This design comes from an exercise in tuning for small area and few clock cycles per item on the open sky130 flow, not from production work.
RTL that was checked went through simulation tests only; none was proved equivalent to the original.
Only the layout flow was run in runs 1 to 3; the RTL was not checked for function there.
Power and IR drop assume default switching activity.

==> design/flow/design.v <==
module gf16_cols #(
    parameter [16:0] POLY = 17'h1100B
) (
    input  wire [15:0]  s,
    output wire [255:0] c,     
    output wire [127:0] cp     
);
    reg [255:0] col;
    reg [127:0] colp;
    reg [15:0]  v, w;
    integer j;
    always @* begin
        v = s;
        for (j = 0; j < 16; j = j + 1) begin
            col[16*j +: 16] = v;
            v = {v[14:0], 1'b0} ^ (POLY[15:0] & {16{v[15]}});
        end
        w = col[15:0] ^ col[31:16];
        for (j = 0; j < 16; j = j + 1) begin
            if (j % 2 == 0)
                colp[8*j +: 16] = w;
            w = {w[14:0], 1'b0} ^ (POLY[15:0] & {16{w[15]}});
        end
    end
    assign c  = col;
    assign cp = colp;
endmodule
module gf16_bit (
    input  wire [7:0] d01,
    input  wire [7:0] d10,
    input  wire [7:0] d11,
    input  wire [7:0] m0,
    input  wire [7:0] m1,
    input  wire [7:0] m01,
    input  wire       ea,
    input  wire       d,
    input  wire       eq,
    input  wire       q,
    output wire       o
);
    assign o = ^((d01 & m0) | (d10 & m1) | (d11 & m01)) ^ ((ea & d) | (eq & q));
endmodule
module gf16_mul (
    input  wire [15:0]  a,
    input  wire         ld,
    input  wire [255:0] c,
    input  wire [127:0] cp,
    input  wire         ea,
    input  wire [15:0]  d,
    input  wire         eq,
    input  wire [15:0]  q,
    output wire [15:0]  p
);
    wire [7:0] a0 = {a[14], a[12], a[10], a[8], a[6], a[4], a[2], a[0]};
    wire [7:0] a1 = {a[15], a[13], a[11], a[9], a[7], a[5], a[3], a[1]};
    wire [7:0] d01 = {8{ld}} &  a0 & ~a1;
    wire [7:0] d10 = {8{ld}} & ~a0 &  a1;
    wire [7:0] d11 = {8{ld}} &  a0 &  a1;
    genvar i, k;
    generate
        for (i = 0; i < 16; i = i + 1) begin : ob
            wire [7:0] m0, m1, m01;
            for (k = 0; k < 8; k = k + 1) begin : pr
                assign m0[k]  = c[32*k + i];
                assign m1[k]  = c[32*k + 16 + i];
                assign m01[k] = cp[16*k + i];
            end
            gf16_bit u_bit (.d01(d01), .d10(d10), .d11(d11),
                            .m0(m0), .m1(m1), .m01(m01),
                            .ea(ea), .d(d[i]), .eq(eq), .q(q[i]), .o(p[i]));
        end
    endgenerate
endmodule
module gf16_clmul_chunk #(
    parameter        LANES = 8,
    parameter [16:0] POLY  = 17'h1100B
) (
    input  wire                  clk,
    input  wire                  rst,
    input  wire                  in_valid,
    output wire                  in_ready,
    input  wire [15:0]           in_scalar,
    input  wire                  in_acc,
    input  wire [LANES-1:0]      in_mask,
    input  wire [16*LANES-1:0]   in_src,
    input  wire [16*LANES-1:0]   in_dst,
    output wire                  out_valid,
    input  wire                  out_ready,
    output wire [16*LANES-1:0]   out_data,
    output wire [LANES-1:0]      out_mask
);
    reg                 out_valid_q;
    reg [16*LANES-1:0]  out_data_q;
    reg [LANES-1:0]     out_mask_q;
    assign in_ready = !out_valid_q || out_ready;
    wire [255:0] cols;
    wire [127:0] colp;
    gf16_cols #(.POLY(POLY)) u_cols (.s(in_scalar), .c(cols), .cp(colp));
    wire ld = in_ready;
    wire ea = ld & in_acc;
    wire eq = !ld;
    wire [16*LANES-1:0] lane_res;
    genvar g;
    generate
        for (g = 0; g < LANES; g = g + 1) begin : lane
            gf16_mul u_mul (
                .a  (in_src[16*g +: 16]),
                .ld (ld),
                .c  (cols),
                .cp (colp),
                .ea (ea),
                .d  (in_dst[16*g +: 16]),
                .eq (eq),
                .q  (out_data_q[16*g +: 16]),
                .p  (lane_res[16*g +: 16])
            );
        end
    endgenerate
    always @(posedge clk) begin
        if (rst) begin
            out_valid_q <= 1'b0;
        end else if (in_valid && in_ready) begin
            out_valid_q <= 1'b1;
        end else if (out_ready) begin
            out_valid_q <= 1'b0;
        end
    end
    always @(posedge clk) begin
        out_data_q <= lane_res;
        if (in_valid && in_ready)
            out_mask_q <= in_mask;
    end
    assign out_valid = out_valid_q;
    assign out_data  = out_data_q;
    assign out_mask  = out_mask_q;
endmodule
==> design/flow/flow/run.sh <==
#!/bin/bash
# Own layout flow: the standard layout (standard.sh), with an area-only
# ABC script in synthesis and minimum-size port buffers. Every tool's output
# goes to the logs under orfs/logs and to flow_make.log here.
set -euo pipefail
WORK=$(pwd)
export FLOW_WORK=$WORK
export FLOW_ABC_SCRIPT=$WORK/flow/area.abc
export BUFFER_PORTS_ARGS="-buffer_cell sky130_fd_sc_hd__buf_1"
bash standard.sh SYNTH_SCRIPT=$WORK/flow/synth.tcl finish > $WORK/flow_make.log 2>&1
==> design/flow/flow/area.abc <==
strash
&get -n
&st
&dch
&nf -R 1000
&put
==> design/flow/flow/synth.tcl <==
# The standard synthesis (synth_recipe.tcl), with one change: ABC maps
# with an area-only script (flow/area.abc) instead of ORFS's speed script,
# which buffers and upsizes cells for a delay target the design meets anyway.
# Registers are mapped before ABC runs, so they are the standard ones.
proc abc {args} {
  set i [lsearch -exact $args -script]
  if { $i >= 0 } {
    set args [lreplace $args $i [expr { $i + 1 }] -script $::env(FLOW_ABC_SCRIPT)]
  }
  yosys abc {*}$args
}
source $::env(FLOW_WORK)/synth_recipe.tcl
==> design/flow/standard.sh <==
#!/bin/bash
# synth_recipe.tcl (not shown) runs the flow's synth.tcl, then flattens the netlist and writes it again
# the make line also repeats each setting of config.mk as NAME=value (left out here)
make -C /OpenROAD-flow-scripts/flow DESIGN_CONFIG=/design/flow/config.mk WORK_HOME=/design/flow/orfs CLKGATE_MAP_FILE= SYNTH_SCRIPT=/design/flow/synth_recipe.tcl "${@:-finish}"
==> design/flow/config.mk <==
export PLATFORM = sky130hd
export DESIGN_NAME = gf16_clmul_chunk
export DESIGN_NICKNAME = gf16_clmul_chunk
export VERILOG_FILES = /design/flow/design.v
export SDC_FILE = /design/flow/constraint.sdc
export NUM_CORES = 4
export LEC_CHECK = 0
export CAP_MARGIN = 20
export CORE_MARGIN = 2
export CORE_UTILIZATION = 50
export MIN_ROUTING_LAYER = met2
export SLEW_MARGIN = 20
export SYNTH_HIERARCHICAL = 1
export SYNTH_MINIMUM_KEEP_SIZE = 0
==> design/flow/constraint.sdc <==
create_clock -name core_clock -period 5.0 [get_ports {clk}]
set_input_delay 1.0000 -clock core_clock [delete_from_list [all_inputs] [get_ports {clk}]]
set_output_delay 1.0000 -clock core_clock [all_outputs]
set_load 0.01 [all_outputs]
==> out/metrics.yaml, run 1 <==
status:
  status: "aborted with a tool error"
  lastStage: "global routing"
  first-error: "[ERROR GRT-0116] Global routing finished with congestion. Check the congestion regions in the DRC Viewer."
synthesis:
  synth_edf_count: 8
  synthTopCellsByCount: "1024 x a222oi_1, 679 x xnor2_1, 442 x xor2_1, 286 x buf_4, 130 x nor2_1"
  yosys-top-cells-area: "a222oi_1 37%, xnor2_1 22%, xor2_1 14%"
  synth_area_leader_cell: "a222oi_1"
  synth_flop_cell: "dfxtp_1"
  ys_ff_latch: 137
  seq_area_frac_synth_pct: 10.3
  synth_warnings: 8
  ys_async_sr_fraction_pct: 0
  syn_inst: 3034
  yosysMostFrequentCell: "a222oi_1"
  netlist_area_um2: 27400
  syn_nets: 3319
  syn_avg_cell_area_um2: 9.04
  yosysUniqueCellTypes: 13
  synth_top_area_share_pct: 37.4
global_routing:
  grt_use_total_pct: 92.8
  grt_overflow_total: 1042
  grt_pass1_vias: 53718
  grt_pass1_wl_mm: 267
  grt_max_degree: 98
cts:
  cts_buffers: 17
  clock_path_buffers: 2
  post_cts_resized: 0
  cts_sinks: 137
  ctsRootBufferMaster: "clkbuf_16"
  cts_hold_buf: 0
  htreeDepth: 4
  cts_setup_buffers: 0
placement:
  port_buffers: 422
  gp_congestion: 1.25
  dpl_cell_area_um2: 31100
  dp_hpwl_mm: 111
floorplanning:
  initial_core_util_pct: 50.8
  die_y_um: 238
  die_w_um: 238
  std_cell_rows: 85
  io-pin-count: 423
==> through the flow <==
step	power [W]	instances	worst slack, ps	hold WS (ps)
2_1_floorplan	0.0118	3034	3.56	608
3_3_place_gp	0.0168	4226	77.9	545
3_5_place_dp	0.0169	4226	47.4	554
4_1_cts	0.0184	4258	545	569
==> kinds of logic after synthesis <==
group	after synthesis	share of synthesized area, %
AO/OA/AOI/OAI	1152	40.9
AND/OR/NAND/NOR	325	5.06
XOR/XNOR	1121	35.8
flip-flops	137	10.3
buffers and inverters	299	8.00
==> Yosys stat by module (local to each module, per instance), a selection <==
module | cells inside | flops+latches
gf16_bit | 17 | 0
gf16_clmul_chunk | 143 | 137
gf16_mul | 40 | 0
==> power groups by stage <==
stage / clock network [W] / registers, W / logic [W]
floorplan: 0 / 0.00235 / 0.00944
global placement: 0 / 0.00215 / 0.0147
detailed placement: 0 / 0.00216 / 0.0148
CTS: 0.00134 / 0.00215 / 0.0149
==> layer usage <==
layer / overflow / GRT usage (%)
met1: - / -
met2: 166 / 92.6
met3: 615 / 100
met4: 145 / 80.9
met5: 116 / 92.3
==> worst max path at each step <==
stage                                   endpoint  cells past startpoint           from
after global placement    out_data_q[12]$_DFF_P_                     12  in_scalar[15]
after detailed placement  out_data_q[34]$_DFF_P_                     14  in_scalar[15]
after floorplan            out_data_q[0]$_DFF_P_                      4      out_ready
after CTS                 out_data_q[98]$_DFF_P_                     14  in_scalar[15]
==> run 2: changes to the inputs <==
==> design/flow/flow/synth.tcl (replaced) <==
# The standard synthesis (synth_recipe.tcl), with one change: ABC maps
# with an area-only script (flow/area.abc) instead of ORFS's speed script,
# which buffers and upsizes cells for a delay target the design meets anyway,
# and without a222oi_1, whose six in-line input pins the detailed router
# cannot reach when many of them sit close together. Registers are mapped
# before ABC runs, so they are the standard ones.
proc abc {args} {
  set i [lsearch -exact $args -script]
  if { $i >= 0 } {
    set args [lreplace $args $i [expr { $i + 1 }] -script $::env(FLOW_ABC_SCRIPT)]
  }
  yosys abc {*}$args -dont_use sky130_fd_sc_hd__a222oi_1
}
source $::env(FLOW_WORK)/synth_recipe.tcl
--- a/design/flow/config.mk
+++ b/design/flow/config.mk
@@ -9,4 +9,3 @@
 export CORE_MARGIN = 2
-export CORE_UTILIZATION = 50
-export MIN_ROUTING_LAYER = met2
+export CORE_UTILIZATION = 40
 export SLEW_MARGIN = 20
==> run 2 against run 1 <==
The run now finishes clean. Area after synthesis is 14% higher. Synthesized cell count is 34% higher.
==> out/metrics.yaml, run 2 <==
hold_path:
  min_to: "out_data_q[27]$_DFF_P_"
  hold_depth: 2
  min-delay-start: "out_data_q[27]$_DFF_P_"
  hp-class: "reg2reg"
synthesis:
  syn_avg_cell_area_um2: 7.71  # -15%
  synth_flop_cell: "dfxtp_1"
  ys_ff_latch: 137  # unchanged
  ys_async_sr_fraction_pct: 0  # unchanged
  synthTopCellsByCount: "1024 x a21oi_1, 1024 x a22o_1, 679 x xnor2_1, 442 x xor2_1, 286 x buf_4"
  synth_warnings: 8  # unchanged
  netlist_area_um2: 31300  # +14%
  synth_xor_area_share_pct: 31.4  # -4.4 points
  synth_area_leader_cell: "a22o_1"
  synth_edf_count: 8  # unchanged
  muxShareOfSynthArea_pct: 0  # unchanged
  synth_top_area_share_pct: 28.7  # -8.7 points
  syn_inst: 4058  # +34%
  synth-adder-area-share_pct: 0  # unchanged
  synth_top_family_by_area: "compound AO/OA/AOI/OAI gates"
  synth_compound_area_share_pct: 48.1  # +7.3 points
  seq_area_frac_synth_pct: 9.02  # -1.3 points
  yosys-top-cells-area: "a22o_1 29%, xnor2_1 19%, a21oi_1 16%"
  yosysUniqueCellTypes: 14  # +1
  synthSimpleGateAreaFrac_pct: 4.44  # -0.62 points
  syn_nets: 4343  # +31%
cells_and_area:
  final.fill_count: 8044
  drive_gt1_share_pct: 10.9
  multi_input_area_um2: 26800
  nNetsFinal: 4914
  final_cell_mix: "1024 x a22o_1, 1024 x a21oi_1, 657 x xnor2_1"
  largest_register: "out_data_q"
  layout-area-overhead-vs-synth_pct: 16.6
  top_regs: "out_data_q x128, out_mask_q x8, out_valid_q x1"
  regArea_um2: 2820
  largest_reg_flops: 128
  instances_no_fill: 5684
cts:
  ctsRootBufferMaster: "clkbuf_16"
  cts_tree: "built"
  htreeDepth: 4  # unchanged
  cts_setup_buffers: 0  # unchanged
  cts_hold_buf: 0  # unchanged
  clkTransAtPathRegs_ps: 80
  post_cts_resized: 0  # unchanged
  cts_buffers: 17  # unchanged
  cts_sinks: 137  # unchanged
  worstSkewPairLatency_ps: 490
  clock_path_buffers: 2  # unchanged
timing:
  max_freq_mhz: 207
  hold_violations: 0
  setup_viol: 0
  slew_viol_final: 0
  min_period_ps: 4830
  hold-worst-slack_ps: 565
  clock_skew_ps: 23.7
  rsz0062_at_grt: "false"
  max_slew_margin_pct: 11.7
  finalCritPeriodShare_pct: 96.6
  tightest_slew_ps: 1320
placement:
  port_buffers: 422  # unchanged
  dp_hpwl_mm: 133  # +20%
  place_inst: 5650  # +34%
  gp_congestion: 1.05  # -16%
global_routing:
  antenna_found_initial: 4
  grt_overflow_total: 0
  grt_use_total_pct: 45.8
  grt_pass1_wl_mm: 270
  grt_pass1_vias: 35431
  grt_max_degree: 80
critical_path:
  crit_chain: "buf_1 > xor2_4 > xnor2_1 > buf_4 > xnor2_2 > xnor2_2 > buf_4 > a22o_1 > a21oi_1 > xor2_1 > xnor2_1 > xnor2_1 > xnor2_1"
  rr_startpoint: "out_valid_q$_SDFFE_PP0P_"
  crit_buf_inv: 3
  max_stage_delay_ps: 960
  critical_path_class: "in2reg"
  worst_setup_path_end_kind: "flip-flop"
  path_delay_family: "XOR/XNOR gates"
  crit_fanout: 20
  critPathMostFrequentCell: "xnor2_1"
  worstPathRequired_ps: 5420
  rr_worst_depth: 11
  cp_slowest_cell: "xnor2_2"
  r2r_setup_slack_ps: 1060
  r2r_end: "out_data_q[23]$_DFF_P_"
  crit_arrival_ps: 5250
  start_kind: "input port"
drt:
  drc: 0
  viasPerCell: 7.02
  vias: 39909
  firstDrtPassIters: 6
  drt_iter0_drc: 7967
  antenna_left: 0
  wire_per_inst_um: 34.3
  routed_wl_mm: 195
pwr:
  ir_worst_vdd_mv: 0.330
  p_leak_nw: 13.4
  power_density_nw_per_um2: 560
floorplanning:
  dieArea_um2: 80400
  fp.coreArea_um2: 77500
  std_cell_rows: 102  # +20%
  die_w_um: 284  # +19%
  initial_core_util_pct: 40.4  # -10 points
  die_y_um: 284  # +19%
  io-pin-count: 423  # unchanged
status:
  status: "no timing/DRC/antenna violations"
job:
  max_cap_violations: 0
==> run 2: cell types whose count changed after synthesis <==
cell | before | now
a21oi_1 | 0 | 1024
a222oi_1 | 1024 | 0
a22o_1 | 0 | 1024
==> run 2: how the worst max path moves through the flow <==
| stage | start | to | depth (start not counted) |
|---|---|---|---|
| 2_1_floorplan | out_ready | out_data_q[0]$_DFF_P_ | 4 |
| 3_3_place_gp | in_scalar[15] | out_data_q[55]$_DFF_P_ | 13 |
| 3_5_place_dp | in_scalar[15] | out_data_q[55]$_DFF_P_ | 13 |
| 4_1_cts | in_scalar[15] | out_data_q[55]$_DFF_P_ | 13 |
| 5_1_grt | in_scalar[15] | out_data_q[55]$_DFF_P_ | 13 |
| 6_report | in_scalar[15] | out_data_q[55]$_DFF_P_ | 13 |
==> run 2: kinds of logic after synthesis <==
logic type,Yosys count
simple gates,325
flops,137
buf+inv,299
xor+xnor,1121
compound gates,2176
==> run 2: final cells by class <==
| cell class | count | share of cell area [%] |
|---|---|---|
| diodes | 2 | 0.0137 |
| clock buffers | 20 | 1.28 |
| clock inverters | 12 | 0.436 |
| inverters | 13 | 0.141 |
| multi-input cells | 3622 | 73.4 |
| flip-flops and latches | 137 | 7.74 |
| well taps | 1040 | 3.57 |
| repair buffers | 838 | 13.4 |
==> run 2: metal layers <==
| metal | GRT usage (%) | share of wire [%] | routed length, µm | up-vias |
|---|---|---|---|---|
| met4 | 31.4 | 8.7 | 16900 | 4 |
| met5 | 0 | 0.012 | 23 | - |
| met2 | 65.2 | 40 | 77500 | 3869 |
| met1 | 57.4 | 36 | 70700 | 18610 |
| li1 | - | - | - | 16515 |
| met3 | 16.3 | 15 | 29600 | 911 |
==> run 2: worst reg2reg max path, cell delays in order (launching register included) <==
cell      delay, ps
dfxtp_1         380
nand2b_4        270
buf_12          240
nand2_1         120
nor2_1          990
buf_4           390
a22o_1          150
a21oi_1          40
xor2_1          380
xnor2_1         220
xnor2_1         530
xnor2_1         180
==> run 2: through the flow <==
step	utilization [%]	power (W)	instance area [µm²]	TNS, ps	setup WS (ps)
floorplan	-	0.0124	31300	0	3.56
global placement	46.2	0.0180	35800	-536	-196
detailed placement	46.3	0.0181	35800	-679	-232
CTS	47.1	0.0196	36500	0	269
global route	47.1	0.0209	36500	0	144
finish	47.1	0.0204	36500	0	172
==> run 2: power breakdown <==
part | leakage (nW) | switching (W) | internal, W
Combinational | 12.0 | 0.0102 | 0.00649
Clock | 0.311 | 0.000687 | 0.000836
Sequential | 1.17 | 0.000446 | 0.00180
Total | 13.4 | 0.0113 | 0.00913
==> run 2: modules after synthesis (local to each module, per instance), a selection <==
module	flops+latches	area, µm²
gf16_bit	0	188
gf16_mul	0	170
gf16_clmul_chunk	137	2850
==> run 3: changes to the inputs <==
==> design/flow/flow/run.sh (replaced) <==
#!/bin/bash
# Own layout flow: the standard layout (standard.sh), with an area-only
# ABC script in synthesis, minimum-size port buffers, and extra space beside
# each a222oi_1 in detailed placement. Every tool's output goes to the logs
# under orfs/logs and to flow_make.log here.
set -euo pipefail
WORK=$(pwd)
export FLOW_WORK=$WORK
export FLOW_ABC_SCRIPT=$WORK/flow/area.abc
export BUFFER_PORTS_ARGS="-buffer_cell sky130_fd_sc_hd__buf_1"
export PRE_DETAIL_PLACE_TCL=$WORK/flow/pad.tcl
bash standard.sh SYNTH_SCRIPT=$WORK/flow/synth.tcl finish > $WORK/flow_make.log 2>&1
==> design/flow/flow/pad.tcl (new file) <==
# Keep space beside every a222oi_1 so the router can reach its six inputs.
set_placement_padding -masters [get_lib_cells sky130_fd_sc_hd__a222oi_1] -left 2 -right 2
==> design/flow/flow/synth.tcl (replaced) <==
# The standard synthesis (synth_recipe.tcl), with one change: ABC maps
# with an area-only script (flow/area.abc) instead of ORFS's speed script,
# which buffers and upsizes cells for a delay target the design meets anyway.
# Registers are mapped before ABC runs, so they are the standard ones.
proc abc {args} {
  set i [lsearch -exact $args -script]
  if { $i >= 0 } {
    set args [lreplace $args $i [expr { $i + 1 }] -script $::env(FLOW_ABC_SCRIPT)]
  }
  yosys abc {*}$args
}
source $::env(FLOW_WORK)/synth_recipe.tcl
--- a/design/flow/config.mk
+++ b/design/flow/config.mk
@@ -8,4 +8,5 @@
 export CAP_MARGIN = 20
+export CELL_PAD_IN_SITES_GLOBAL_PLACEMENT = 1
 export CORE_MARGIN = 2
-export CORE_UTILIZATION = 40
+export CORE_UTILIZATION = 35
 export SLEW_MARGIN = 20
==> run 3 against run 2 <==
The flow now stops in detailed placement. Area after synthesis fell by 12%. Synthesized cell count decreased by 25%.
==> out/metrics.yaml, run 3 <==
status:
  lastStage: "detailed placement"
  first-error: "[ERROR DPL-0039] \"_0007f861617f0000_p_LibertyCell\" did not match any masters."
  status: "aborted with a tool error"
synthesis:
  synth_area_leader_cell: "a222oi_1"
  ys_ff_latch: 137  # unchanged
  yosysUniqueCellTypes: 13  # -1
  ys_async_sr_fraction_pct: 0  # unchanged
  yosysMostFrequentCell: "a222oi_1"
  yosys-top-cells-area: "a222oi_1 37%, xnor2_1 22%, xor2_1 14%"
  syn_avg_cell_area_um2: 9.04  # +17%
  netlist_area_um2: 27400  # -12%
  synth_top_area_share_pct: 37.4  # +8.7 points
  synth_edf_count: 8  # unchanged
  synthTopCellsByCount: "1024 x a222oi_1, 679 x xnor2_1, 442 x xor2_1, 286 x buf_4, 130 x nor2_1"
  synth_flop_cell: "dfxtp_1"
  synth_warnings: 8  # unchanged
  seq_area_frac_synth_pct: 10.3  # +1.3 points
  syn_inst: 3034  # -25%
  syn_nets: 3319  # -24%
floorplanning:
  io-pin-count: 423  # unchanged
  std_cell_rows: 102  # unchanged
  die_y_um: 284  # +0.12%
  die_w_um: 284  # +0.12%
  initial_core_util_pct: 35.4  # -5.0 points
placement:
  port_buffers: 422  # unchanged
  gp_congestion: 0.993  # -5.4%
==> run 3: how the worst min path moves through the flow <==
| stage | from | end | slack (ps) |
|---|---|---|---|
| 2_1_floorplan | out_data_q[0]$_DFF_P_ | out_data_q[0]$_DFF_P_ | 610 |
| 3_3_place_gp | out_data_q[74]$_DFF_P_ | out_data_q[74]$_DFF_P_ | 550 |
==> run 3: per-stage QoR <==
step	power, W	hold WS (ps)	area (µm²)
2_1_floorplan	0.0118	608	27500
3_3_place_gp	0.0179	548	32100
==> run 3: cell families after synthesis <==
logic type | after synthesis | synth area share [%]
buffers and inverters | 299 | 8.00
and+or+nand+nor | 325 | 5.06
xor gates and xnor gates | 1121 | 35.8
AOI/OAI and AO/OA | 1152 | 40.9
DFF | 137 | 10.3
==> run 3: power groups by stage <==
stage	clock network (W)	registers (W)	logic (W)
2_1_floorplan	0	0.00235	0.00944
3_3_place_gp	0	0.00225	0.0156
==> run 3: modules after synthesis, one instance, submodules excluded, a selection <==
module	cells inside	cell area, µm²	copies in the design	flops+latches
gf16_clmul_chunk	143	2850	1	137
gf16_bit	17	158	128	0
gf16_mul	40	170	8	0
==> run 4: changes to the inputs <==
--- a/design/flow/design.v
+++ b/design/flow/design.v
@@ -4,3 +4,3 @@
     input  wire [15:0]  s,
-    output wire [255:0] c,     
+    output wire [255:0] nc,    
     output wire [127:0] cp     
@@ -24,3 +24,3 @@
     end
-    assign c  = col;
+    assign nc = ~col;
     assign cp = colp;
@@ -28,8 +28,8 @@
 module gf16_bit (
-    input  wire [7:0] d01,
-    input  wire [7:0] d10,
-    input  wire [7:0] d11,
-    input  wire [7:0] m0,
-    input  wire [7:0] m1,
-    input  wire [7:0] m01,
+    input  wire [7:0] nd01,    
+    input  wire [7:0] nd10,    
+    input  wire [7:0] d11,     
+    input  wire [7:0] nm0,     
+    input  wire [7:0] nm1,     
+    input  wire [7:0] m01,     
     input  wire       ea,
@@ -40,3 +40,3 @@
 );
-    assign o = ^((d01 & m0) | (d10 & m1) | (d11 & m01)) ^ ((ea & d) | (eq & q));
+    assign o = ^(~((nd01 | nm0) & (nd10 | nm1)) | (d11 & m01)) ^ ((ea & d) | (eq & q));
 endmodule
@@ -45,3 +45,3 @@
     input  wire         ld,
-    input  wire [255:0] c,
+    input  wire [255:0] nc,
     input  wire [127:0] cp,
@@ -55,5 +55,5 @@
     wire [7:0] a1 = {a[15], a[13], a[11], a[9], a[7], a[5], a[3], a[1]};
-    wire [7:0] d01 = {8{ld}} &  a0 & ~a1;
-    wire [7:0] d10 = {8{ld}} & ~a0 &  a1;
-    wire [7:0] d11 = {8{ld}} &  a0 &  a1;
+    wire [7:0] nd01 = ~({8{ld}} &  a0 & ~a1);
+    wire [7:0] nd10 = ~({8{ld}} & ~a0 &  a1);
+    wire [7:0] d11  =   {8{ld}} &  a0 &  a1;
     genvar i, k;
@@ -61,10 +61,10 @@
         for (i = 0; i < 16; i = i + 1) begin : ob
-            wire [7:0] m0, m1, m01;
+            wire [7:0] nm0, nm1, m01;
             for (k = 0; k < 8; k = k + 1) begin : pr
-                assign m0[k]  = c[32*k + i];
-                assign m1[k]  = c[32*k + 16 + i];
+                assign nm0[k] = nc[32*k + i];
+                assign nm1[k] = nc[32*k + 16 + i];
                 assign m01[k] = cp[16*k + i];
             end
-            gf16_bit u_bit (.d01(d01), .d10(d10), .d11(d11),
-                            .m0(m0), .m1(m1), .m01(m01),
+            gf16_bit u_bit (.nd01(nd01), .nd10(nd10), .d11(d11),
+                            .nm0(nm0), .nm1(nm1), .m01(m01),
                             .ea(ea), .d(d[i]), .eq(eq), .q(q[i]), .o(p[i]));
@@ -95,5 +95,5 @@
     assign in_ready = !out_valid_q || out_ready;
-    wire [255:0] cols;
+    wire [255:0] ncols;
     wire [127:0] colp;
-    gf16_cols #(.POLY(POLY)) u_cols (.s(in_scalar), .c(cols), .cp(colp));
+    gf16_cols #(.POLY(POLY)) u_cols (.s(in_scalar), .nc(ncols), .cp(colp));
     wire ld = in_ready;
@@ -108,3 +108,3 @@
                 .ld (ld),
-                .c  (cols),
+                .nc (ncols),
                 .cp (colp),
==> design/flow/flow/run.sh (replaced) <==
#!/bin/bash
# Own layout flow: the standard layout (standard.sh), with an area-only
# ABC script in synthesis and minimum-size port buffers. Every tool's output
# goes to the logs under orfs/logs and to flow_make.log here.
set -euo pipefail
WORK=$(pwd)
export FLOW_WORK=$WORK
export FLOW_ABC_SCRIPT=$WORK/flow/area.abc
export BUFFER_PORTS_ARGS="-buffer_cell sky130_fd_sc_hd__buf_1"
bash standard.sh SYNTH_SCRIPT=$WORK/flow/synth.tcl finish > $WORK/flow_make.log 2>&1
==> design/flow/flow/synth.tcl (replaced) <==
# The standard synthesis (synth_recipe.tcl), with one change: ABC maps
# with an area-only script (flow/area.abc) instead of ORFS's speed script,
# which buffers and upsizes cells for a delay target the design meets anyway,
# and without a222oi_1, whose six in-line input pins the detailed router
# cannot reach when many of them sit close together. Registers are mapped
# before ABC runs, so they are the standard ones.
proc abc {args} {
  set i [lsearch -exact $args -script]
  if { $i >= 0 } {
    set args [lreplace $args $i [expr { $i + 1 }] -script $::env(FLOW_ABC_SCRIPT)]
  }
  yosys abc {*}$args -dont_use sky130_fd_sc_hd__a222oi_1
}
source $::env(FLOW_WORK)/synth_recipe.tcl
--- a/design/flow/config.mk
+++ b/design/flow/config.mk
@@ -8,5 +8,4 @@
 export CAP_MARGIN = 20
-export CELL_PAD_IN_SITES_GLOBAL_PLACEMENT = 1
 export CORE_MARGIN = 2
-export CORE_UTILIZATION = 35
+export CORE_UTILIZATION = 40
 export SLEW_MARGIN = 20
removed: design/flow/flow/pad.tcl
==> run 4 against run 3 <==
The run now finishes clean. Area after synthesis increased by 4.1%. Synthesized cell count is 29% higher.
==> out/metrics.yaml, run 4 <==
timing:
  slew_viol_final: 0
  layout_setup_ws_ps: 227
  rsz0062_at_grt: "false"
  hold-worst-slack_ps: 565
  min_period_ps: 4770
  hold_violations: 0
  max_slew_margin_pct: 13.6
  max_freq_mhz: 210
  setup_viol: 0
  tightest_slew_ps: 1300
  tns_ps: 0
  clock_skew_ps: 35.8
  finalCritPeriodShare_pct: 95.5
pwr:
  ir_worst_vdd_mv: 0.349
  switching_power_w: 0.0110
  clockPowerShare_pct: 7.0
  seq_power_share_pct: 11.2
  p_int_w: 0.00837
  comb_power_share_pct: 81.8
  power_density_nw_per_um2: 585
  p_leak_nw: 10.0
  swShare_pct: 56.8
synthesis:
  synth_area_leader_cell: "o22ai_1"
  synth_top_area_share_pct: 22.4  # -15 points
  seq_area_frac_synth_pct: 9.89  # -0.40 points
  syn_avg_cell_area_um2: 7.28  # -19%
  yosys-top-cells-area: "o22ai_1 22%, xnor2_1 21%, a21oi_1 18%"
  yosysUniqueCellTypes: 14  # +1
  synth_edf_count: 8  # unchanged
  ys_async_sr_fraction_pct: 0  # unchanged
  syn_inst: 3920  # +29%
  synth_flop_cell: "dfxtp_1"
  syn_nets: 4205  # +27%
  ys_ff_latch: 137  # unchanged
  netlist_area_um2: 28600  # +4.1%
  synthTopCellsByCount: "1024 x a21oi_1, 1024 x o22ai_1, 693 x xnor2_1, 419 x xor2_1, 265 x buf_4"
  synth_warnings: 8  # unchanged
critical_path:
  rr_startpoint: "out_valid_q$_SDFFE_PP0P_"
  worst_setup_path_end_kind: "flip-flop"
  rr_worst_depth: 9
  r2r_end: "out_data_q[53]$_DFF_P_"
  critical_path_class: "in2reg"
  worstPathRequired_ps: 5370
  crit_arrival_ps: 5140
  start_kind: "input port"
  crit_fanout: 72
  worstSetupStartpoint: "in_scalar[15]"
  crit_end: "out_data_q[85]$_DFF_P_"
  r2r_setup_slack_ps: 1200
global_routing:
  grt_use_total_pct: 44.8
  grt_pass1_vias: 34888
  grt_overflow_total: 0
  grt_max_degree: 76
  antenna_found_initial: 4
  grt_pass1_wl_mm: 247
cts:
  cts_sinks: 137
  cts_setup_buffers: 0
  cts_tree: "built"
  worstSkewPairLatency_ps: 520
  cts_buffers: 17
  clock_path_buffers: 2
  clkTransAtPathRegs_ps: 70
  htreeDepth: 4
  post_cts_resized: 0
  cts_hold_buf: 0
  ctsRootBufferMaster: "clkbuf_16"
hold_path:
  min-delay-start: "out_data_q[11]$_DFF_P_"
  hp-class: "reg2reg"
job:
  max_cap_violations: 0
drt:
  drc: 0
  viasPerCell: 7.19
  firstDrtPassIters: 7
  wire_per_inst_um: 32.5
  drt_iter0_drc: 8548
  routed_wl_mm: 175
  antenna_left: 0
  vias: 38780
cells_and_area:
  layout-area-overhead-vs-synth_pct: 16.1
  top_regs: "out_data_q x128, out_mask_q x8, out_valid_q x1"
  regArea_um2: 2820
  postLayoutCellArea_um2: 33100
  drive_gt1_share_pct: 9.54
  final_cell_mix: "1024 x o22ai_1, 1024 x a21oi_1, 656 x xnor2_1"
  multi_input_area_um2: 24100
  largest_reg_flops: 128
  largest_register: "out_data_q"
  nNetsFinal: 4717
  final.fill_count: 7370
placement:
  dp_hpwl_mm: 117
  dp_slack_ps: 164
  gp_congestion: 1.08  # +8.5%
  port_buffers: 422  # unchanged
  dpl_cell_area_um2: 32500
floorplanning:
  die_w_um: 271  # -4.5%
  dieArea_um2: 73500
  fp.coreArea_um2: 70400
  std_cell_rows: 97  # -4.9%
  io-pin-count: 423  # unchanged
  initial_core_util_pct: 40.6  # +5.1 points
  die_y_um: 271  # -4.5%
status:
  status: "no timing/DRC/antenna violations"
-- run 4: final cells by class --
cell class | instances | share of cell area (%)
Clock buffer | 17 | 1.28
Antenna cell | 5 | 0.0377
Multi-Input combinational cell | 3485 | 72.7
Timing Repair Buffer | 758 | 13.1
Clock inverter | 15 | 0.419
Sequential cell | 137 | 8.52
Tap cell | 940 | 3.55
Inverter | 33 | 0.381
-- run 4: worst min path at each step --
stage | depth (start not counted) | slack [ps] | end
floorplan | 2 | 610 | out_data_q[0]$_DFF_P_
global placement | 2 | 550 | out_data_q[4]$_DFF_P_
detailed placement | 2 | 550 | out_data_q[92]$_DFF_P_
CTS | 2 | 570 | out_data_q[59]$_DFF_P_
global route | 2 | 590 | out_data_q[47]$_DFF_P_
finish | 2 | 560 | out_data_q[11]$_DFF_P_
-- run 4: per-module statistics from Yosys, one instance, submodules excluded, a selection --
module,flip-flops and latches,times used,area (µm²),cells inside
gf16_clmul_chunk,137,1,2850,143
gf16_mul,0,8,170,24
gf16_bit,0,128,168,25
-- run 4: stage by stage --
step,total power [W],cells,utilization (%)
CTS,0.0185,5384,47.0
finish,0.0194,5390,47.1
detailed placement,0.0171,5352,46.2
global route,0.0199,5386,47.1
floorplan,0.0121,3920,-
global placement,0.0170,5352,46.2
-- run 4: logic make-up (layout without fill, tap and decap cells) --
logic type / after synthesis / count (layout) / synth area share [%]
AOI/OAI and AO/OA: 2176 / 2176 / 43.7
xor gates and xnor gates: 1112 / 1112 / 34.1
buffers and inverters: 298 / 823 / 7.40
and+or+nand+nor: 197 / 197 / 4.86
DFF: 137 / 137 / 9.89
other: 0 / 5 / 0
-- run 4: worst max-delay path, cell delays in order --
cell and delay [ps]:
buf_1 260, buf_4 240, xor2_1 80, buf_4 200, xnor2_2 560, buf_4 780, o22ai_1 180, a21oi_1 180
xnor2_1 100, xnor2_1 960, xnor2_1 350, xnor2_1 200
-- run 4: metal layers --
layer  global-route usage (%)  up-vias  wire length, µm
met2                     63.6     3860            69200
met3                     17.8      984            28600
met4                     30.1        2            15300
met1                     55.4    17761            62200
li1                         -    16173                -
met5                    0.834        -               83
-- run 4: power groups by stage --
stage / Sequential [W] / Combinational [W] / Clock, W
finish: 0.00218 / 0.0159 / 0.00136
global route: 0.00223 / 0.0163 / 0.00140
CTS: 0.00217 / 0.0150 / 0.00136
detailed placement: 0.00217 / 0.0149 / 0
global placement: 0.00220 / 0.0148 / 0
floorplan: 0.00235 / 0.00980 / 0
Testbench counts of run 4, summed over its fixed seeds: cycles 12,253, beats 12,245.
==> run 5: changes to the inputs <==
--- a/design/flow/config.mk
+++ b/design/flow/config.mk
@@ -9,3 +9,4 @@
 export CORE_MARGIN = 2
-export CORE_UTILIZATION = 40
+export CORE_UTILIZATION = 45
+export CTS_BUF_LIST = sky130_fd_sc_hd__clkbuf_4 sky130_fd_sc_hd__clkbuf_8
 export SLEW_MARGIN = 20
==> run 5 against run 4 <==
Still clean on timing, DRC and antenna. Critical path depth grew 1. Maximum frequency shrank 2.1%. Area after synthesis is the same. Global-route usage grew 4.3 points. Synthesized cell count is the same. Non-clock buffer count shrank 30. Sequential share of layout area grew 0.13 points. Hold slack gained 5.9 ps. Critical endpoint is now out_data_q[109]$_DFF_P_.
==> out/metrics.yaml, run 5 <==
placement:
  dpl_cell_area_um2: 32200  # -1.0%
  gp_congestion: 1.07  # -0.78%
  dp_slack_ps: 86.9  # -76.7 ps
  dp_hpwl_mm: 115  # -1.7%
  place_inst: 5229  # -2.3%
  port_buffers: 422  # unchanged
drt:
  antenna_left: 0  # unchanged
  drt_iter0_drc: 8529  # -0.22%
  drc: 0  # unchanged
  vias: 38402  # -0.97%
  routed_wl_mm: 170  # -2.8%
  viasPerCell: 7.30  # +1.4%
  wire_per_inst_um: 32.4  # -0.52%
  firstDrtPassIters: 7  # unchanged
critical_path:
  crit_arrival_ps: 5320  # +180 ps
  worstPathRequired_ps: 5450  # +80 ps
  cp_slowest_cell: "xnor2_1"
  crit_fanout: 16  # -78%
  rr_worst_depth: 9  # unchanged
  start_kind: "input port"
  r2r_setup_slack_ps: 810  # -390 ps
  crit_chain: "buf_1 > clkinv_1 > xnor2_4 > buf_4 > xor2_2 > buf_4 > xor2_1 > buf_12 > a21oi_1 > xor2_1 > xnor2_1 > xnor2_1 > xnor2_1"
  max_stage_delay_ps: 700  # -260 ps
  worst_setup_path_end_kind: "flip-flop"
  critical_path_class: "in2reg"
  rr_startpoint: "out_valid_q$_SDFFE_PP0P_"
  r2r_end: "out_data_q[76]$_DFF_P_"
  critPathMostFrequentCell: "xnor2_1"
timing:
  layout_setup_ws_ps: 123  # -104 ps
  hold_violations: 0  # unchanged
  tightest_slew_ps: 1220  # -75.4 ps
  min_period_ps: 4880  # +104 ps
  max_slew_margin_pct: 18.0  # +4.4 points
  max_freq_mhz: 205  # -2.1%
  slew_viol_final: 0  # unchanged
  hold-worst-slack_ps: 571  # +5.89 ps
  rsz0062_at_grt: "false"
  clock_skew_ps: 28.5  # -7.32 ps
  finalCritPeriodShare_pct: 97.5  # +2.1 points
  tns_ps: 0  # unchanged
  setup_viol: 0  # unchanged
cts:
  worstSkewPairLatency_ps: 600  # +80 ps
  clock_path_buffers: 2  # unchanged
  cts_buffers: 17  # unchanged
  cts_setup_buffers: 0  # unchanged
  htreeDepth: 4  # unchanged
  cts_sinks: 137  # unchanged
  ctsRootBufferMaster: "clkbuf_8"
  post_cts_resized: 0  # unchanged
  cts_hold_buf: 0  # unchanged
  cts_tree: "built"
  clkTransAtPathRegs_ps: 90  # +20 ps
cells_and_area:
  layout-area-overhead-vs-synth_pct: 14.4
  instances_no_fill: 5264  # -2.3%
  largest_reg_flops: 128  # unchanged
  largest_register: "out_data_q"
  top_regs: "out_data_q x128, out_mask_q x8, out_valid_q x1"
  final_cell_mix: "1024 x o22ai_1, 1024 x a21oi_1, 654 x xnor2_1"
  drive_gt1_share_pct: 8.99  # -0.55 points
  nNetsFinal: 4687  # -0.64%
  postLayoutCellArea_um2: 32700  # -1.5%
hold_path:
  min-delay-start: "out_data_q[84]$_DFF_P_"
  hp-class: "reg2reg"
  hold_depth: 2  # unchanged
  min_to: "out_data_q[84]$_DFF_P_"
synthesis:
  synthTopCellsByCount: "1024 x a21oi_1, 1024 x o22ai_1, 693 x xnor2_1, 419 x xor2_1, 265 x buf_4"
  synth_compound_area_share_pct: 43.7  # unchanged
  syn_nets: 4205  # unchanged
  synth_warnings: 8  # unchanged
  syn_avg_cell_area_um2: 7.28  # unchanged
  synth_edf_count: 8  # unchanged
  muxShareOfSynthArea_pct: 0  # unchanged
  synthSimpleGateAreaFrac_pct: 4.86  # unchanged
  synth_top_family_by_area: "compound AO/OA/AOI/OAI gates"
  synth_xor_area_share_pct: 34.1  # unchanged
  seq_area_frac_synth_pct: 9.89  # unchanged
  ys_async_sr_fraction_pct: 0  # unchanged
  netlist_area_um2: 28600  # unchanged
  synth_top_area_share_pct: 22.4  # unchanged
  yosysUniqueCellTypes: 14  # unchanged
  yosys-top-cells-area: "o22ai_1 22%, xnor2_1 21%, a21oi_1 18%"
  syn_inst: 3920  # unchanged
  synth_area_leader_cell: "o22ai_1"
  synth_flop_cell: "dfxtp_1"
  synth-adder-area-share_pct: 0  # unchanged
  ys_ff_latch: 137  # unchanged
floorplanning:
  fp.coreArea_um2: 62900  # -11%
  dieArea_um2: 65500  # -11%
  std_cell_rows: 92  # -5.2%
  initial_core_util_pct: 45.4  # +4.9 points
  die_w_um: 256  # -5.6%
  die_y_um: 256  # -5.6%
  io-pin-count: 423  # unchanged
pwr:
  ir_worst_vdd_mv: 0.399  # +14%
  power_density_nw_per_um2: 588  # +0.44%
  p_leak_nw: 9.84  # -1.8%
global_routing:
  antenna_found_initial: 3  # -1
  grt_overflow_total: 0  # unchanged
  grt_pass1_wl_mm: 241  # -2.2%
  grt_use_total_pct: 49.1  # +4.3 points
  grt_max_degree: 110  # +45%
  grt_pass1_vias: 34205  # -2.0%
job:
  max_cap_violations: 0  # unchanged
status:
  status: "no timing/DRC/antenna violations"
## run 5: cell counts after synthesis
No cell type changed its count.
## run 5: modules after synthesis (local to each module, per instance), excerpt
module	cell area, µm²	cells	flip-flops and latches	times used
gf16_bit	168	25	0	128
gf16_clmul_chunk	2850	143	137	1
gf16_mul	170	24	0	8
## run 5: worst max-delay path by stage
| stage | slack (ps) | to | start | depth (start not counted) |
|---|---|---|---|---|
| 3_5_place_dp | 90 | out_data_q[93]$_DFF_P_ | in_scalar[5] | 14 |
| 3_3_place_gp | 90 | out_data_q[93]$_DFF_P_ | in_scalar[5] | 14 |
| 6_report | 120 | out_data_q[109]$_DFF_P_ | in_scalar[5] | 13 |
| 2_1_floorplan | 10 | out_data_q[114]$_DFF_P_ | in_scalar[15] | 12 |
| 4_1_cts | 680 | out_data_q[93]$_DFF_P_ | in_scalar[5] | 14 |
| 5_1_grt | 90 | out_data_q[66]$_DFF_P_ | in_scalar[6] | 14 |
## run 5: report_power, final
part	internal (W)	switching (W)	total (W)
logic	0.00607	0.00985	0.0159
clock network	0.000466	0.000576	0.00104
registers	0.00180	0.000428	0.00223
## run 5: critical path, delay by kind of cell
family | cells | cell delay, ps
AOI/OAI and AO/OA | 1 | 100
xor gates and xnor gates | 7 | 2730
buffers and inverters | 5 | 1460
## run 5: per-stage QoR
stage	power (W)	util, %
final	0.0192	52.0
after global routing	0.0197	52.0
after CTS	0.0183	51.9
after detailed placement	0.0172	51.3
after global placement	0.0171	51.2
after floorplan	0.0121	-
## run 5: cells by family (layout without fill, tap and decap cells)
logic type	after synthesis	after routing
xor gates and xnor gates	1112	1112
buffers and inverters	298	793
and+or+nand+nor	197	197
DFF	137	137
other	0	3
AOI/OAI and AO/OA	2176	2176
## run 5: area by class of cell
class,count,area (µm²)
clock buffer,18,248
fill,6483,30200
tap,846,1060
sequential,137,2820
inverter,33,126
antenna,3,7.51
clock inverter,14,159
timing repair buffer,728,4120
multi-input combinational,3485,24100
## run 5: per-layer routing
metal | up-vias | share of wire, % | track usage, %
met5 | - | 0.037 | 0.877
met4 | 2 | 9.1 | 35.3
met3 | 918 | 16 | 19.2
met2 | 3782 | 40 | 69.9
met1 | 17582 | 35 | 60.0
li1 | 16118 | - | -
==> run 6: changes to the inputs <==
--- a/design/flow/design.v
+++ b/design/flow/design.v
@@ -17,6 +17,5 @@
         end
-        w = col[15:0] ^ col[31:16];
-        for (j = 0; j < 16; j = j + 1) begin
-            if (j % 2 == 0)
-                colp[8*j +: 16] = w;
+        w = col[15:0] ^ col[128 +: 16];
+        for (j = 0; j < 8; j = j + 1) begin
+            colp[16*j +: 16] = w;
             w = {w[14:0], 1'b0} ^ (POLY[15:0] & {16{w[15]}});
@@ -53,4 +52,4 @@
 );
-    wire [7:0] a0 = {a[14], a[12], a[10], a[8], a[6], a[4], a[2], a[0]};
-    wire [7:0] a1 = {a[15], a[13], a[11], a[9], a[7], a[5], a[3], a[1]};
+    wire [7:0] a0 = a[7:0];
+    wire [7:0] a1 = a[15:8];
     wire [7:0] nd01 = ~({8{ld}} &  a0 & ~a1);
@@ -63,4 +62,4 @@
             for (k = 0; k < 8; k = k + 1) begin : pr
-                assign nm0[k] = nc[32*k + i];
-                assign nm1[k] = nc[32*k + 16 + i];
+                assign nm0[k] = nc[16*k + i];
+                assign nm1[k] = nc[16*(k+8) + i];
                 assign m01[k] = cp[16*k + i];
--- a/design/flow/config.mk
+++ b/design/flow/config.mk
@@ -9,4 +9,3 @@
 export CORE_MARGIN = 2
-export CORE_UTILIZATION = 45
-export CTS_BUF_LIST = sky130_fd_sc_hd__clkbuf_4 sky130_fd_sc_hd__clkbuf_8
+export CORE_UTILIZATION = 40
 export SLEW_MARGIN = 20
==> run 6 against run 5 <==
Cell area up 2.8%. Synthesized cell count about the same. Clock power grew 47%. Clock skew shrank 1.9 ps. Largest cell class unchanged. Highest routed layer unchanged. Core utilization fell by 4.8 points. Die area up 13%. Setup slack improved by 160 ps. Still clean on timing, DRC and antenna.
==> out/metrics.yaml, run 6 <==
status:
  status: "no timing/DRC/antenna violations"
critical_path:
  crit_arrival_ps: 5140  # -180 ps
  critical_path_class: "in2reg"
  worst_setup_path_end_kind: "flip-flop"
  crit_fanout: 9  # -7
  start_kind: "input port"
  worstPathRequired_ps: 5420  # -30 ps
pwr:
  switching_power_w: 0.0105  # -3.3%
  clockPowerShare_pct: 8.3  # +2.9 points
  seq_power_share_pct: 11.6  # about the same
  comb_power_share_pct: 80.1  # -2.9 points
  power_density_nw_per_um2: 552  # -6.2%
  ir_worst_vdd_mv: 0.318  # -20%
  swShare_pct: 56.7  # +0.15 points
  p_leak_nw: 10.3  # +4.7%
  p_int_w: 0.00802  # -3.9%
  total_power_w: 0.0185  # -3.5%
synthesis:
  syn_avg_cell_area_um2: 7.29  # +0.13%
  yosysUniqueCellTypes: 14  # unchanged
  synthTopCellsByCount: "1024 x a21oi_1, 1024 x o22ai_1, 708 x xnor2_1, 398 x xor2_1, 286 x buf_4"
  ys_async_sr_fraction_pct: 0  # unchanged
  synth_area_leader_cell: "o22ai_1"
  synth_warnings: 8  # unchanged
  synth_flop_cell: "dfxtp_1"
  syn_inst: 3923  # +0.077%
  netlist_area_um2: 28600  # +0.21%
  ys_ff_latch: 137  # unchanged
  seq_area_frac_synth_pct: 9.86  # -0.021 points
  syn_nets: 4208  # +0.071%
  yosys-top-cells-area: "o22ai_1 22%, xnor2_1 22%, a21oi_1 18%"
  synth_top_area_share_pct: 22.4  # -0.047 points
  synth_edf_count: 8  # unchanged
floorplanning:
  fp.coreArea_um2: 71100  # +13%
  std_cell_rows: 98  # +6.5%
  io-pin-count: 423  # unchanged
  initial_core_util_pct: 40.2  # -5.2 points
  die_y_um: 271  # +6.1%
  dieArea_um2: 73700  # +13%
  die_w_um: 271  # +6.1%
cts:
  cts_hold_buf: 0  # unchanged
  cts_buffers: 17  # unchanged
  ctsRootBufferMaster: "clkbuf_16"
  cts_tree: "built"
  clock_path_buffers: 2  # unchanged
  worstSkewPairLatency_ps: 560  # -40 ps
  clkTransAtPathRegs_ps: 80  # about the same
  cts_setup_buffers: 0  # unchanged
  htreeDepth: 4  # unchanged
  cts_sinks: 137  # unchanged
  post_cts_resized: 0  # unchanged
cells_and_area:
  largest_register: "out_data_q"
  postLayoutCellArea_um2: 33600  # +2.8%
  top_regs: "out_data_q x128, out_mask_q x8, out_valid_q x1"
  instances_no_fill: 5436  # +3.3%
  final_cell_mix: "1024 x o22ai_1, 1024 x a21oi_1, 666 x xnor2_1"
  layout-area-overhead-vs-synth_pct: 17.3
  drive_gt1_share_pct: 10.7  # +1.8 points
  nNetsFinal: 4758  # +1.5%
  largest_reg_flops: 128  # unchanged
  insertedDiodeCount: 0  # -3
global_routing:
  grt_pass1_wl_mm: 273  # +13%
  grt_overflow_total: 0  # unchanged
  grt_max_degree: 96  # -13%
  antenna_found_initial: 2  # -1
  grt_pass1_vias: 36824  # +7.7%
  grt_use_total_pct: 50.9  # +1.8 points
timing:
  setup_viol: 0  # unchanged
  hold_violations: 0  # unchanged
  tns_ps: 0  # unchanged
  clock_skew_ps: 26.6  # -1.90 ps
  slew_viol_final: 0  # unchanged
  rsz0062_at_grt: "false"
  finalCritPeriodShare_pct: 94.4  # -3.1 points
  max_slew_margin_pct: 10.4  # -7.6 points
  tightest_slew_ps: 1340  # +119 ps
  max_freq_mhz: 212  # +3.3%
  layout_setup_ws_ps: 280  # +157 ps
  min_period_ps: 4720  # -157 ps
drt:
  vias: 40709  # +6.0%
  firstDrtPassIters: 13  # +6
  drt_iter0_drc: 9018  # +5.7%
  viasPerCell: 7.49  # +2.7%
  drc: 0  # unchanged
  routed_wl_mm: 198  # +16%
  wire_per_inst_um: 36.5  # +13%
  antenna_left: 0  # unchanged
hold_path:
  hp-class: "reg2reg"
placement:
  dpl_cell_area_um2: 32900  # +2.1%
  dp_slack_ps: 182  # +95.6 ps
  place_inst: 5400  # +3.3%
  gp_congestion: 1.11  # +4.0%
  port_buffers: 422  # unchanged
  dp_hpwl_mm: 124  # +7.7%
job:
  max_cap_violations: 0  # unchanged
-- run 6: per-module statistics from Yosys, one instance, submodules excluded, excerpt --
module            flops+latches  cell area (µm²)  times used  cells
gf16_bit                      0              168         128     25
gf16_clmul_chunk            137             2850           1    143
gf16_mul                      0              170           8     24
-- run 6: logic make-up after synthesis --
family	synth area share (%)
xor gates and xnor gates	33.9
DFF	9.86
AOI/OAI and AO/OA	43.7
and+or+nand+nor	4.85
buffers and inverters	7.78
-- run 6: worst paths after layout --
kind                                               start                endpoint  slack [ps]  cells after the start
worst max-delay path                       in_scalar[15]  out_data_q[19]$_DFF_P_         280                     12
worst min-delay path              out_data_q[43]$_DFF_P_  out_data_q[43]$_DFF_P_         560                      2
worst max register to register  out_valid_q$_SDFFE_PP0P_  out_data_q[26]$_DFF_P_         920                      9
worst min register to register    out_data_q[43]$_DFF_P_  out_data_q[43]$_DFF_P_         560                      2
-- run 6: per-stage QoR --
stage	util [%]	hold slack, ps
5_1_grt	47.2	582
3_3_place_gp	46.2	549
3_5_place_dp	46.2	553
2_1_floorplan	-	608
4_1_cts	47.1	568
6_report	47.2	562
-- run 6: cell type report --
type                            instances  area [µm²]
Clock buffer                           19         464
Clock inverter                         13         150
Fill cell                            7396       37500
Inverter                               21        81.3
Multi-Input combinational cell       3479       24000
Sequential cell                       137        2820
Tap cell                              950        1190
Timing Repair Buffer                  817        4850
-- run 6: routing by layer --
layer	global-route usage [%]	wire length, µm
met5	3.79	564
met4	40.1	21300
met3	28.4	35400
met2	68.4	74800
met1	58.7	66300
-- run 6: critical path, stage by stage --
cell     delay [ps]
buf_1           480
xnor2_2         190
xnor2_2         990
xnor2_1         260
xnor2_1         570
buf_4           260
o22ai_1          80
a21oi_1         170
xor2_1          130
xnor2_1         580
xnor2_1         220
xnor2_1         160
-- run 6: power by group through the flow --
stage               combinational [W]  clock (W)  sequential [W]
floorplan                     0.00892          0         0.00233
detailed placement             0.0137          0         0.00214
CTS                            0.0138    0.00152         0.00213
global placement               0.0137          0         0.00216
finish                         0.0148    0.00153         0.00215
global route                   0.0151    0.00158         0.00220
Testbench counts of run 6, summed over its fixed seeds: cycles 12,253, beats 12,245.

separate check: timing with driven ports:
Ports are ideal in the flow. The routed layouts listed here were re-timed in OpenROAD.
Step 1 sets driving cells, clkbuf_16 on the clock port and buf_2 on the other inputs (assumed; they add their load-dependent delay and slew).
Step 2 also shifts input and output timing later by t, the mid clock arrival at the registers, as if the neighbouring blocks saw the same clock.
Slacks: ideal ports / drivers / drivers and shift; pairs: ideal ports / drivers.
| run | t, ns | setup WS [ns] | worst data-port slew with drivers (ns) |
|---|---|---|---|
| run 2 | 0.544 | 0.172 / 0.213 / -0.331 | 0.09 |
| run 4 | 0.564 | 0.227 / 0.252 / -0.312 | 0.11 |
| run 5 | 0.647 | 0.123 / 0.163 / -0.484 | 0.12 |
| run 6 | 0.609 | 0.280 / 0.281 / -0.329 | 0.07 |
Met with ideal ports but missed after step 2: setup timing in every run listed. For run 6, which loses most, drivers alone change the setup slack by +0.001 ns; drivers and shift together by -0.609 ns.
